Source: an optimization exercise on an open RTL-to-GDS flow (aim: small area, a short achievable clock period and few clock cycles per item). Production flows keep margins and buffers that such runs may drop.
Power is estimated from default activity; no workload was simulated.

==> run a <==
==> flow/design.v <==
module tap_scaler (
    input  wire        clk,
    input  wire        rst,           
    input  wire        req_valid,
    output wire        req_ready,
    input  wire [1:0]  req_op,        
    input  wire [31:0] req_arg0,
    input  wire [31:0] req_arg1,
    output reg         rsp_valid,     
    output wire [3:0]  result,        
    output reg  [31:0] res0,          
    output reg         scaler_ready,  
    output reg         fault,         
    output reg  [2:0]  scale_sel,     
    output reg  [31:0] scale_rate,    
    output wire [31:0] scale_clock    
);
    localparam [1:0] ST_IDLE = 2'd0, ST_MUL = 2'd1, ST_CHK = 2'd2, ST_DIV = 2'd3;
    function [31:0] clock_rate;
        input [2:0] sel;    
        begin
            case (sel)
                3'b0_00: clock_rate = 32'd985248;    
                3'b1_00: clock_rate = 32'd1022727;   
                3'b0_01: clock_rate = 32'd1108405;   
                3'b1_01: clock_rate = 32'd1022727;   
                3'b0_10: clock_rate = 32'd886724;    
                default: clock_rate = 32'd894886;    
            endcase
        end
    endfunction
    function [5:0] bitlen;
        input [31:0] v;
        integer i;
        begin
            bitlen = 6'd0;
            for (i = 0; i < 32; i = i + 1)
                if (v[i]) bitlen = i + 1;
        end
    endfunction
    reg        r_inv, r_gen;
    assign result = {r_inv, 2'b00, r_gen};
    wire [31:0] cr = clock_rate(scale_sel);
    assign scale_clock = scaler_ready ? cr : 32'd0;
    wire [5:0]  bl_cr = (scale_sel == 3'b0_01) ? 6'd21 : 6'd20;
    wire [5:0]  bl_sr = bitlen(scale_rate);
    reg [1:0]  state;
    reg        rdy;
    reg        op_s2c;
    reg        capped;
    reg [32:0] acc;
    reg [31:0] low;
    reg [4:0]  smax;          
    reg [4:0]  cnt;
    reg        pk_v;
    reg [5:0]  pk_len;        
    reg        pk_s2c;        
    assign req_ready = rdy;
    wire accept = req_valid & rdy;
    wire [31:0] vv = op_s2c ? cr : scale_rate;       
    wire [31:0] dd = op_s2c ? scale_rate : cr;       
    wire        in_s2c  = pk_s2c;
    wire [31:0] in_d    = in_s2c ? scale_rate : cr;
    wire [5:0]  in_blv  = in_s2c ? bl_cr : bl_sr;
    wire [5:0]  in_bld  = in_s2c ? bl_sr : bl_cr;
    wire [6:0]  in_e1   = {1'b0, in_blv} + 7'd1 - {1'b0, in_bld};
    wire [5:0]  in_e    = in_e1[6] ? 6'd0 : in_e1[5:0];
    wire [6:0]  in_s    = {1'b0, pk_len} + {1'b0, in_e};
    wire        in_cap  = (in_s > 7'd32);
    wire [4:0]  in_smax = in_cap ? 5'd31 : (in_s == 7'd0) ? 5'd0 : in_s[4:0] - 5'd1;
    wire cfg_ok = (req_arg0[1:0] != 2'd3) && (req_arg0[3:2] != 2'd3) &&
                  (req_arg0[31:6] == 26'd0) && (req_arg1 != 32'd0);
    wire        is_mul = (state == ST_MUL);
    wire        is_chk = (state == ST_CHK);
    wire        sub    = ~acc[32];
    wire [33:0] opa    = {acc, low[31]};
    wire [33:0] opb    = is_mul ? (low[0] ? {1'b0, vv, 1'b0} : 34'd0) :
                         is_chk ? ~{1'b0, dd, 1'b0} :
                                  ({2'b00, dd} ^ {34{sub}});
    wire        cin    = is_chk | (~is_mul & sub);
    wire [34:0] sumx   = {opa, 1'b1} + {opb, cin};
    wire [33:0] sum    = sumx[34:1];
    wire        qbit   = ~sum[32];
    wire [31:0] quo    = {low[30:0], qbit};
    wire        ovf    = ~sum[33];
    wire last = (cnt == 5'd0);
    always @(posedge clk) begin
        if (rst) begin
            state        <= ST_IDLE;
            rdy          <= 1'b0;
            pk_v         <= 1'b0;
            rsp_valid    <= 1'b0;
            r_inv        <= 1'b0;
            r_gen        <= 1'b0;
            res0         <= 32'd0;
            scaler_ready <= 1'b0;
            fault        <= 1'b0;
            scale_sel    <= 3'd0;
            scale_rate   <= 32'd0;
        end else begin
            rsp_valid <= 1'b0;
            pk_v      <= req_valid & ~accept;
            pk_len    <= bitlen(req_arg0);
            pk_s2c    <= (req_op == 2'd1);
            rdy       <= 1'b0;
            case (state)
                ST_IDLE: begin
                    rdy <= req_valid & ~accept;
                end
                ST_MUL: begin
                    acc <= {1'b0, sum[33:2]};
                    low <= {sum[1], low[31:1]};
                    if (last) begin
                        cnt   <= smax;
                        state <= capped ? ST_CHK : ST_DIV;
                        rdy   <= ~capped & (smax == 5'd0) & req_valid & (req_op[0] ^ req_op[1]);
                    end else begin
                        cnt   <= cnt - 5'd1;
                    end
                end
                ST_CHK: begin
                    if (ovf) begin
                        fault     <= 1'b1;
                        r_gen     <= 1'b1;
                        r_inv     <= 1'b0;
                        rsp_valid <= 1'b1;
                        state     <= ST_IDLE;
                        rdy       <= req_valid;
                    end else begin
                        state     <= ST_DIV;
                    end
                end
                default: begin  
                    acc <= sum[32:0];
                    low <= quo;
                    cnt <= cnt - 5'd1;
                    if (last) begin
                        res0      <= quo;
                        r_gen     <= 1'b0;
                        r_inv     <= 1'b0;
                        rsp_valid <= 1'b1;
                        state     <= ST_IDLE;
                        rdy       <= req_valid & ~accept;
                    end else if (cnt == 5'd1) begin
                        rdy       <= req_valid & (req_op[0] ^ req_op[1]);
                    end
                end
            endcase
            if (accept) begin
                case (req_op)
                    2'd0: begin
                        rsp_valid <= 1'b1;
                        r_gen     <= 1'b0;
                        if (cfg_ok) begin
                            scale_sel    <= {req_arg0[4], req_arg0[3:2]};
                            scale_rate   <= req_arg1;
                            scaler_ready <= 1'b1;
                            r_inv        <= 1'b0;
                        end else begin
                            r_inv        <= 1'b1;
                        end
                    end
                    2'd1, 2'd2: begin
                        if (!scaler_ready) begin
                            rsp_valid <= 1'b1;
                            r_gen     <= 1'b0;
                            r_inv     <= 1'b1;
                        end else begin
                            op_s2c <= in_s2c;
                            acc    <= {2'b00, in_d[31:1]};
                            low    <= req_arg0;
                            smax   <= in_smax;
                            cnt    <= in_smax;
                            capped <= in_cap;
                            state  <= ST_MUL;
                        end
                    end
                    default: begin
                        rsp_valid <= 1'b1;
                        r_gen     <= 1'b0;
                        r_inv     <= 1'b1;
                    end
                endcase
            end
        end
    end
endmodule
==> flow/run.sh <==
#!/bin/bash
# synth_recipe.tcl (not shown) runs the flow's synth.tcl, then flattens the netlist and writes it again
# the make line also repeats each setting of config.mk as NAME=value (left out here)
make -C /OpenROAD-flow-scripts/flow DESIGN_CONFIG=/design/flow/config.mk WORK_HOME=/design/flow/orfs CLKGATE_MAP_FILE= SYNTH_SCRIPT=/design/flow/synth_recipe.tcl finish
==> flow/config.mk <==
export PLATFORM = sky130hd
export DESIGN_NAME = tap_scaler
export DESIGN_NICKNAME = tap_scaler
export VERILOG_FILES = /design/flow/design.v
export SDC_FILE = /design/flow/constraint.sdc
export NUM_CORES = 4
export LEC_CHECK = 0
export ABC_AREA = 1
export CAP_MARGIN = 20
export CORE_MARGIN = 2
export CORE_UTILIZATION = 40
export SLEW_MARGIN = 20
==> flow/constraint.sdc <==
create_clock -name core_clock -period 10.0 [get_ports {clk}]
set_input_delay 2.0000 -clock core_clock [delete_from_list [all_inputs] [get_ports {clk}]]
set_output_delay 2.0000 -clock core_clock [all_outputs]
set_load 0.01 [all_outputs]
==> run b: changes against run a <==
==> flow/design.v, changed modules only <==
module tap_scaler (
    input  wire        clk,
    input  wire        rst,           
    input  wire        req_valid,
    output wire        req_ready,
    input  wire [1:0]  req_op,        
    input  wire [31:0] req_arg0,
    input  wire [31:0] req_arg1,
    output reg         rsp_valid,     
    output wire [3:0]  result,        
    output reg  [31:0] res0,          
    output reg         scaler_ready,  
    output reg         fault,         
    output reg  [2:0]  scale_sel,     
    output reg  [31:0] scale_rate,    
    output wire [31:0] scale_clock    
);
    localparam [1:0] ST_IDLE = 2'd0, ST_MUL = 2'd1, ST_DIV = 2'd2;
    function [31:0] clock_rate;
        input [2:0] sel;    
        begin
            case (sel)
                3'b0_00: clock_rate = 32'd985248;    
                3'b1_00: clock_rate = 32'd1022727;   
                3'b0_01: clock_rate = 32'd1108405;   
                3'b1_01: clock_rate = 32'd1022727;   
                3'b0_10: clock_rate = 32'd886724;    
                default: clock_rate = 32'd894886;    
            endcase
        end
    endfunction
    function [5:0] bitlen;
        input [31:0] v;
        integer i;
        begin
            bitlen = 6'd0;
            for (i = 0; i < 32; i = i + 1)
                if (v[i]) bitlen = i + 1;
        end
    endfunction
    reg        r_inv, r_gen;
    assign result = {r_inv, 2'b00, r_gen};
    wire [31:0] cr = clock_rate(scale_sel);
    assign scale_clock = scaler_ready ? cr : 32'd0;
    wire [5:0]  bl_cr = (scale_sel == 3'b0_01) ? 6'd21 : 6'd20;
    reg [5:0]  bl_sr;         
    reg [1:0]  state;
    reg        rdy;
    reg        op_s2c;
    reg        capped;
    reg [32:0] acc;
    reg [31:0] low;
    reg [4:0]  m;             
    reg [4:0]  cnt;
    assign req_ready = rdy;
    wire accept = req_valid & rdy;
    wire [31:0] vv = op_s2c ? cr : scale_rate;       
    wire [31:0] dd = op_s2c ? scale_rate : cr;       
    wire        in_s2c  = (req_op == 2'd1);
    wire [31:0] in_d    = in_s2c ? scale_rate : cr;
    wire [5:0]  in_blv  = in_s2c ? bl_cr : bl_sr;
    wire [5:0]  in_bld  = in_s2c ? bl_sr : bl_cr;
    wire [6:0]  in_e1   = {1'b0, in_blv} + 7'd1 - {1'b0, in_bld};
    wire [5:0]  in_e    = in_e1[6] ? 6'd0 : in_e1[5:0];
    wire [6:0]  in_s    = {1'b0, bitlen(req_arg0)} + {1'b0, in_e};
    wire        in_cap  = (in_s > 7'd32);
    wire [4:0]  in_m    = in_cap ? 5'd16 :
                          (in_s[5:0] <= 6'd2) ? 5'd1 : in_s[5:1] + {4'd0, in_s[0]};
    wire cfg_ok = (req_arg0[1:0] != 2'd3) && (req_arg0[3:2] != 2'd3) &&
                  (req_arg0[31:6] == 26'd0) && (req_arg1 != 32'd0);
    wire [33:0] mul_s = {2'b00, acc[31:0]} + (low[0] ? {2'b00, vv} : 34'd0)
                                           + (low[1] ? {1'b0, vv, 1'b0} : 34'd0);
    wire        sub1 = ~acc[32];
    wire [32:0] r1   = {acc[31:0], low[31]} + ({1'b0, dd} ^ {33{sub1}}) + {32'd0, sub1};
    wire        q1   = ~r1[32];
    wire [32:0] r2   = {r1[31:0], low[30]} + ({1'b0, dd} ^ {33{q1}}) + {32'd0, q1};
    wire        q2   = ~r2[32];
    wire [31:0] quo  = {low[29:0], q1, q2};
    wire ovf = capped & (acc[31:0] >= dd);
    wire last_mul = (cnt + 5'd1 == m);
    wire last_div = (cnt == 5'd0);
    wire peek_ok  = req_valid & (req_op == 2'd1 | req_op == 2'd2);
    always @(posedge clk) begin
        if (rst) begin
            state        <= ST_IDLE;
            rdy          <= 1'b1;
            rsp_valid    <= 1'b0;
            r_inv        <= 1'b0;
            r_gen        <= 1'b0;
            res0         <= 32'd0;
            scaler_ready <= 1'b0;
            fault        <= 1'b0;
            scale_sel    <= 3'd0;
            scale_rate   <= 32'd0;
            bl_sr        <= 6'd0;
        end else begin
            rsp_valid <= 1'b0;
            case (state)
                ST_MUL: begin
                    acc <= {1'b0, mul_s[33:2]};
                    low <= {mul_s[1:0], low[31:2]};
                    if (!last_mul) cnt <= cnt + 5'd1;
                    if (last_mul) begin
                        state <= ST_DIV;
                        rdy   <= (m == 5'd1) & peek_ok;
                    end
                end
                ST_DIV: begin
                    acc <= r2;
                    low <= quo;
                    cnt <= cnt - 5'd1;
                    capped <= 1'b0;
                    if (ovf) begin
                        fault     <= 1'b1;
                        r_gen     <= 1'b1;
                        r_inv     <= 1'b0;
                        rsp_valid <= 1'b1;
                        state     <= ST_IDLE;
                        rdy       <= 1'b1;
                    end else if (last_div) begin
                        res0      <= quo;
                        r_gen     <= 1'b0;
                        r_inv     <= 1'b0;
                        rsp_valid <= 1'b1;
                        state     <= ST_IDLE;
                        rdy       <= 1'b1;
                    end else if (cnt == 5'd1) begin
                        rdy       <= peek_ok;
                    end
                end
                default: ;
            endcase
            if (accept) begin
                case (req_op)
                    2'd0: begin
                        rsp_valid <= 1'b1;
                        r_gen     <= 1'b0;
                        if (cfg_ok) begin
                            scale_sel    <= {req_arg0[4], req_arg0[3:2]};
                            scale_rate   <= req_arg1;
                            bl_sr        <= bitlen(req_arg1);
                            scaler_ready <= 1'b1;
                            r_inv        <= 1'b0;
                        end else begin
                            r_inv        <= 1'b1;
                        end
                    end
                    2'd1, 2'd2: begin
                        if (!scaler_ready) begin
                            rsp_valid <= 1'b1;
                            r_gen     <= 1'b0;
                            r_inv     <= 1'b1;
                        end else begin
                            op_s2c <= in_s2c;
                            acc    <= {2'b00, in_d[31:1]};
                            low    <= req_arg0;
                            m      <= in_m;
                            capped <= in_cap;
                            cnt    <= 5'd0;
                            state  <= ST_MUL;
                            rdy    <= 1'b0;
                        end
                    end
                    default: begin
                        rsp_valid <= 1'b1;
                        r_gen     <= 1'b0;
                        r_inv     <= 1'b1;
                    end
                endcase
            end
        end
    end
endmodule
--- a/flow/config.mk
+++ b/flow/config.mk
@@ -6,5 +6,5 @@
 export NUM_CORES = 4
 export LEC_CHECK = 0
-export ABC_AREA = 1
+export ABC_CLOCK_PERIOD_IN_PS = 3000
 export CAP_MARGIN = 20
 export CORE_MARGIN = 2
==> run c: changes against run a <==
--- a/flow/config.mk
+++ b/flow/config.mk
@@ -6,5 +6,4 @@
 export NUM_CORES = 4
 export LEC_CHECK = 0
-export ABC_AREA = 1
 export CAP_MARGIN = 20
 export CORE_MARGIN = 2
==> run d: changes against run a <==
==> flow/design.v, changed modules only <==
module tap_scaler (
    input  wire        clk,
    input  wire        rst,           
    input  wire        req_valid,
    output wire        req_ready,
    input  wire [1:0]  req_op,        
    input  wire [31:0] req_arg0,
    input  wire [31:0] req_arg1,
    output reg         rsp_valid,     
    output wire [3:0]  result,        
    output reg  [31:0] res0,          
    output reg         scaler_ready,  
    output reg         fault,         
    output reg  [2:0]  scale_sel,     
    output reg  [31:0] scale_rate,    
    output wire [31:0] scale_clock    
);
    localparam [1:0] ST_IDLE = 2'd0, ST_MUL = 2'd1, ST_DIV = 2'd2;
    function [31:0] clock_rate;
        input [2:0] sel;    
        begin
            case (sel)
                3'b0_00: clock_rate = 32'd985248;    
                3'b1_00: clock_rate = 32'd1022727;   
                3'b0_01: clock_rate = 32'd1108405;   
                3'b1_01: clock_rate = 32'd1022727;   
                3'b0_10: clock_rate = 32'd886724;    
                default: clock_rate = 32'd894886;    
            endcase
        end
    endfunction
    function [5:0] bitlen;
        input [31:0] v;
        integer i;
        begin
            bitlen = 6'd0;
            for (i = 0; i < 32; i = i + 1)
                if (v[i]) bitlen = i + 1;
        end
    endfunction
    reg        r_inv, r_gen;
    assign result = {r_inv, 2'b00, r_gen};
    wire [31:0] cr = clock_rate(scale_sel);
    assign scale_clock = scaler_ready ? cr : 32'd0;
    wire [5:0]  bl_cr = (scale_sel == 3'b0_01) ? 6'd21 : 6'd20;
    reg [5:0]  bl_sr;         
    reg [1:0]  state;
    reg        rdy;
    reg        op_s2c;
    reg        capped;
    reg [32:0] acc;
    reg [31:0] low;
    reg [4:0]  m;             
    reg [4:0]  cnt;
    assign req_ready = rdy;
    wire accept = req_valid & rdy;
    wire [31:0] vv = op_s2c ? cr : scale_rate;       
    wire [31:0] dd = op_s2c ? scale_rate : cr;       
    wire        in_s2c  = (req_op == 2'd1);
    wire [31:0] in_d    = in_s2c ? scale_rate : cr;
    wire [5:0]  in_blv  = in_s2c ? bl_cr : bl_sr;
    wire [5:0]  in_bld  = in_s2c ? bl_sr : bl_cr;
    wire [6:0]  in_e1   = {1'b0, in_blv} + 7'd1 - {1'b0, in_bld};
    wire [5:0]  in_e    = in_e1[6] ? 6'd0 : in_e1[5:0];
    wire [6:0]  in_s    = {1'b0, bitlen(req_arg0)} + {1'b0, in_e};
    wire        in_cap  = (in_s > 7'd32);
    wire [4:0]  in_m    = in_cap ? 5'd16 :
                          (in_s[5:0] <= 6'd2) ? 5'd1 : in_s[5:1] + {4'd0, in_s[0]};
    wire cfg_ok = (req_arg0[1:0] != 2'd3) && (req_arg0[3:2] != 2'd3) &&
                  (req_arg0[31:6] == 26'd0) && (req_arg1 != 32'd0);
    wire [33:0] mul_s = {2'b00, acc[31:0]} + (low[0] ? {2'b00, vv} : 34'd0)
                                           + (low[1] ? {1'b0, vv, 1'b0} : 34'd0);
    wire        sub1 = ~acc[32];
    wire [32:0] r1   = {acc[31:0], low[31]} + ({1'b0, dd} ^ {33{sub1}}) + {32'd0, sub1};
    wire        q1   = ~r1[32];
    wire [32:0] r2   = {r1[31:0], low[30]} + ({1'b0, dd} ^ {33{q1}}) + {32'd0, q1};
    wire        q2   = ~r2[32];
    wire [31:0] quo  = {low[29:0], q1, q2};
    wire ovf = capped & (acc[31:0] >= dd);
    wire last_mul = (cnt + 5'd1 == m);
    wire last_div = (cnt == 5'd0);
    wire peek_ok  = req_valid & (req_op == 2'd1 | req_op == 2'd2);
    always @(posedge clk) begin
        if (rst) begin
            state        <= ST_IDLE;
            rdy          <= 1'b1;
            rsp_valid    <= 1'b0;
            r_inv        <= 1'b0;
            r_gen        <= 1'b0;
            res0         <= 32'd0;
            scaler_ready <= 1'b0;
            fault        <= 1'b0;
            scale_sel    <= 3'd0;
            scale_rate   <= 32'd0;
            bl_sr        <= 6'd0;
        end else begin
            rsp_valid <= 1'b0;
            case (state)
                ST_MUL: begin
                    acc <= {1'b0, mul_s[33:2]};
                    low <= {mul_s[1:0], low[31:2]};
                    if (!last_mul) cnt <= cnt + 5'd1;
                    if (last_mul) begin
                        state <= ST_DIV;
                        rdy   <= (m == 5'd1) & peek_ok;
                    end
                end
                ST_DIV: begin
                    acc <= r2;
                    low <= quo;
                    cnt <= cnt - 5'd1;
                    capped <= 1'b0;
                    if (ovf) begin
                        fault     <= 1'b1;
                        r_gen     <= 1'b1;
                        r_inv     <= 1'b0;
                        rsp_valid <= 1'b1;
                        state     <= ST_IDLE;
                        rdy       <= 1'b1;
                    end else if (last_div) begin
                        res0      <= quo;
                        r_gen     <= 1'b0;
                        r_inv     <= 1'b0;
                        rsp_valid <= 1'b1;
                        state     <= ST_IDLE;
                        rdy       <= 1'b1;
                    end else if (cnt == 5'd1) begin
                        rdy       <= peek_ok;
                    end
                end
                default: ;
            endcase
            if (accept) begin
                case (req_op)
                    2'd0: begin
                        rsp_valid <= 1'b1;
                        r_gen     <= 1'b0;
                        if (cfg_ok) begin
                            scale_sel    <= {req_arg0[4], req_arg0[3:2]};
                            scale_rate   <= req_arg1;
                            bl_sr        <= bitlen(req_arg1);
                            scaler_ready <= 1'b1;
                            r_inv        <= 1'b0;
                        end else begin
                            r_inv        <= 1'b1;
                        end
                    end
                    2'd1, 2'd2: begin
                        if (!scaler_ready) begin
                            rsp_valid <= 1'b1;
                            r_gen     <= 1'b0;
                            r_inv     <= 1'b1;
                        end else begin
                            op_s2c <= in_s2c;
                            acc    <= {2'b00, in_d[31:1]};
                            low    <= req_arg0;
                            m      <= in_m;
                            capped <= in_cap;
                            cnt    <= 5'd0;
                            state  <= ST_MUL;
                            rdy    <= 1'b0;
                        end
                    end
                    default: begin
                        rsp_valid <= 1'b1;
                        r_gen     <= 1'b0;
                        r_inv     <= 1'b1;
                    end
                endcase
            end
        end
    end
endmodule
--- a/flow/config.mk
+++ b/flow/config.mk
@@ -6,5 +6,4 @@
 export NUM_CORES = 4
 export LEC_CHECK = 0
-export ABC_AREA = 1
 export CAP_MARGIN = 20
 export CORE_MARGIN = 2
==> notes <==
- In run b the synthesized area is higher than in run c, by 36%.
- Against run a, the total power of run c is larger by 2.9%.
- In run c the global-route usage is lower than in run d, by 0.083 points.
- Of run c and run d, run d has the higher cell count (gap 26%, measured against run d).
- Between run b and run a, the lower die area is in run a (gap 43%, measured against run a).
- In run c the clock power is larger than in run a, by about 3%.
- Of run c and run b, run b has the higher via count (gap 26%, measured against run b).
- Of run a and run c, run c has the higher count of clock-buffer cells in the layout (gap 3).
- In sequential power, run c and run a hardly differ.
- In run d the wire length is larger than in run c, by 37%.
No run of this note included a check of the RTL's function; only the layout flow was run.

re-timing with driven ports:
The results above use ideal ports. As a check the final layouts listed here were re-extracted and re-timed, cells and wires unchanged. Step 1 assumes that a clkbuf_16 drives the clock port and a buf_2 every other input. Step 2 adds t to the input delays and takes it off the output delays; t is the mean of the earliest and latest rising clock arrival at the registers after step 1. Input paths then give back, and output paths get back, about the clock's delay inside the block. Three values: ideal ports, drivers, drivers and shift; two values: the first two.
run	t (ns)	setup WS [ns]	worst setup path at the end	worst slew at a driven data input, ns
run a	0.492	3.794 / 3.794 / 3.794	register to register	0.09
run b	0.506	1.833 / 1.833 / 1.833	register to register	0.07
run c	0.506	3.858 / 3.858 / 3.858	register to register	0.05
run d	0.506	1.833 / 1.833 / 1.833	register to register	0.07
After both steps setup and hold are still met in every run listed.
